Context: an optimization exercise on an open-source flow, tuned for small area. The choices shown serve that exercise and are no tape-out recipe. Function was checked by simulation only, so behaviour that the tests miss may differ from the original. No activity file was given, so power comes from the tool's default toggle rates.

Design yay0_dec, start of the top module:
module yay0_dec (
    input  wire        clk,
    input  wire        rst,         
    input  wire        start,       
    input  wire [31:0] base,        
    input  wire [31:0] in_len,      
    input  wire [31:0] out_cap,     
    output wire        busy,
    output wire        done,        
    output wire [3:0]  err,         
    output wire [31:0] size,        
    output reg         in_re,
    output wire [31:0] in_addr,
    input  wire [7:0]  in_rdata,
    output reg         out_we,
    output wire [31:0] out_waddr,
    output wire [7:0]  out_wdata,
    output reg         out_re,
    output wire [31:0] out_raddr,
    input  wire [7:0]  out_rdata
);
clock: 8.0 ns
lec_check: 0
abc_area: 1
cap_margin: 20
core_margin: 2
core_utilization: 60
cts_buf_list: sky130_fd_sc_hd__clkbuf_4
slew_margin: 20
run.sh (not shown) runs the stock make flow with config.mk's settings and CLKGATE_MAP_FILE= SYNTH_SCRIPT=/design/flow/synth_recipe.tcl, a recipe that flattens the netlist after the stock synthesis.
Change:
ABC_AREA = unset   (was 1)
CORE_UTILIZATION = 40   (was 60)
CTS_BUF_LIST = unset   (was sky130_fd_sc_hd__clkbuf_4)
=> Clock skew falls by 59 ps; combinational power falls by about 2%; non-clock buffer count rises by 17; sequential power stays flat; register-to-register slack is worse by 580 ps; global-route usage falls by 16 points; critical path depth is unchanged; final area rises by 3.6%.

---

Another version of the RTL of yay0_dec (not shown whole).
Size: ~1000 cells after synthesis, ~270 flip-flops, about 260 I/O pins, about 0.010 mm² of cells after synthesis.
Settings: LEC_CHECK=0, ABC_AREA=1, CAP_MARGIN=20, CORE_MARGIN=2, CORE_UTILIZATION=40, GPL_TIMING_DRIVEN=0, SLEW_MARGIN=20; clock period 8.0 ns.
standard.sh (not shown) runs the stock make flow with config.mk's settings and CLKGATE_MAP_FILE= SYNTH_SCRIPT=/design/flow/synth_recipe.tcl, a recipe that flattens the netlist after the stock synthesis.
==> flow/flow/run.sh <==
#!/bin/bash
# The standard layout with three changes:
#  - synthesis maps the logic with an area-only ABC script (flow/synth.tcl);
#  - the port buffers are made from the smallest buffer cell;
#  - the clock tree uses larger clusters and no dummy loads.
# Each make run's full output is in its own log in this folder.
set -euo pipefail
export AREA_ABC_SCRIPT=$PWD/flow/abc_area.script
bash standard.sh "SYNTH_SCRIPT=$PWD/flow/synth.tcl" synth > synth.log 2>&1
bash standard.sh REMOVE_ABC_BUFFERS=1 "BUFFER_PORTS_ARGS=-buffer_cell sky130_fd_sc_hd__buf_1" \
  "CTS_ARGS=-sink_clustering_enable -repair_clock_nets -dont_use_dummy_load -sink_clustering_size 16 -sink_clustering_max_diameter 60 -buf_list sky130_fd_sc_hd__clkbuf_8" \
  finish > layout.log 2>&1
==> flow/flow/abc_area.script <==
strash
dch -f
amap
topo
==> flow/flow/synth.tcl <==
# synth_recipe.tcl (the standard synthesis) with one change: ABC maps the logic
# with the area-only script in abc_area.script beside this file. The flip-flops
# are mapped before ABC runs, so the registers are the standard synthesis's.
proc synth {args} { yosys synth -nofsm -noshare {*}$args }
proc abc {args} {
  set i [lsearch -exact $args -script]
  if { $i >= 0 } { lset args [expr { $i + 1 }] $::env(AREA_ABC_SCRIPT) }
  yosys abc {*}$args
}
source $::env(SCRIPTS_DIR)/synth.tcl
# left out here: clear keep_hierarchy, flatten, clean up, hide names made inside functions, write 1_2_yosys.v
The first run ran to the end with no violations.
Rerun with:
--- a/flow/flow/run.sh
+++ b/flow/flow/run.sh
@@ -10 +10 @@
-bash standard.sh REMOVE_ABC_BUFFERS=1 "BUFFER_PORTS_ARGS=-buffer_cell sky130_fd_sc_hd__buf_1" \
+bash standard.sh "BUFFER_PORTS_ARGS=-buffer_cell sky130_fd_sc_hd__buf_1" \
- GPL_TIMING_DRIVEN: 0 -> unset
Result:
- cell area is about the same
- global-route usage grows by 1.5 points
- maximum frequency stays flat
- die area is unchanged
- core utilization rises by 0.11 points
- non-clock buffer count goes up by 12
- routed wire length grows by 5.9%
- power went up by 0.98%
- final cell count rises by 0.83%
- area after synthesis is unchanged
Rerun with:
--- a/flow/flow/run.sh
+++ b/flow/flow/run.sh
@@ -11 +11 @@
-  "CTS_ARGS=-sink_clustering_enable -repair_clock_nets -dont_use_dummy_load -sink_clustering_size 16 -sink_clustering_max_diameter 60 -buf_list sky130_fd_sc_hd__clkbuf_8" \
+  "CTS_ARGS=-sink_clustering_enable -repair_clock_nets -dont_use_dummy_load -sink_clustering_size 32 -sink_clustering_max_diameter 80 -buf_list sky130_fd_sc_hd__clkbuf_16" \
Result:
- The changed run finished clean
- synthesized cell count does not change
- total power rises by 0.58%
- die area stays the same
- fmax is lower by about 0.35%
- global-route usage is lower by 0.17 points
- setup slack gets worse by 0.025 ns
- hold slack improved by 0.033 ns

port drivers added, routing unchanged:
The results above use ideal ports. As a check the final layouts listed here were re-extracted and re-timed, cells and wires unchanged.
Step 1 assumes that a clkbuf_16 drives the clock port and a buf_2 every other input.
Step 2, shift: input delay + t, output delay - t, t = (earliest + latest rising clock arrival at the registers) / 2. This alone moves slack from input paths to output paths.
a / b / c = no drivers / after step 1 / after step 2; a / b = the first two.
run | t (ns) | setup slack, ns | hold WS [ns] | worst setup path at the end
the first run of note 1 | 0.725 | 1.930 / 1.930 / 1.930 | 0.311 / 0.311 / 0.311 | register to register
the second run of note 1 | 0.603 | 1.348 / 1.348 / 1.348 | 0.323 / 0.323 / 0.323 | register to register
the first run of note 2 | 0.588 | 0.769 / 0.769 / 0.769 | 0.275 / 0.275 / 0.275 | register to register
the second run of note 2 | 0.584 | 0.784 / 0.784 / 0.784 | 0.282 / 0.282 / 0.282 | register to register
the third run of note 2 | 0.527 | 0.759 / 0.759 / 0.759 | 0.315 / 0.315 / 0.315 | register to register
After both steps every run listed still meets setup and hold.
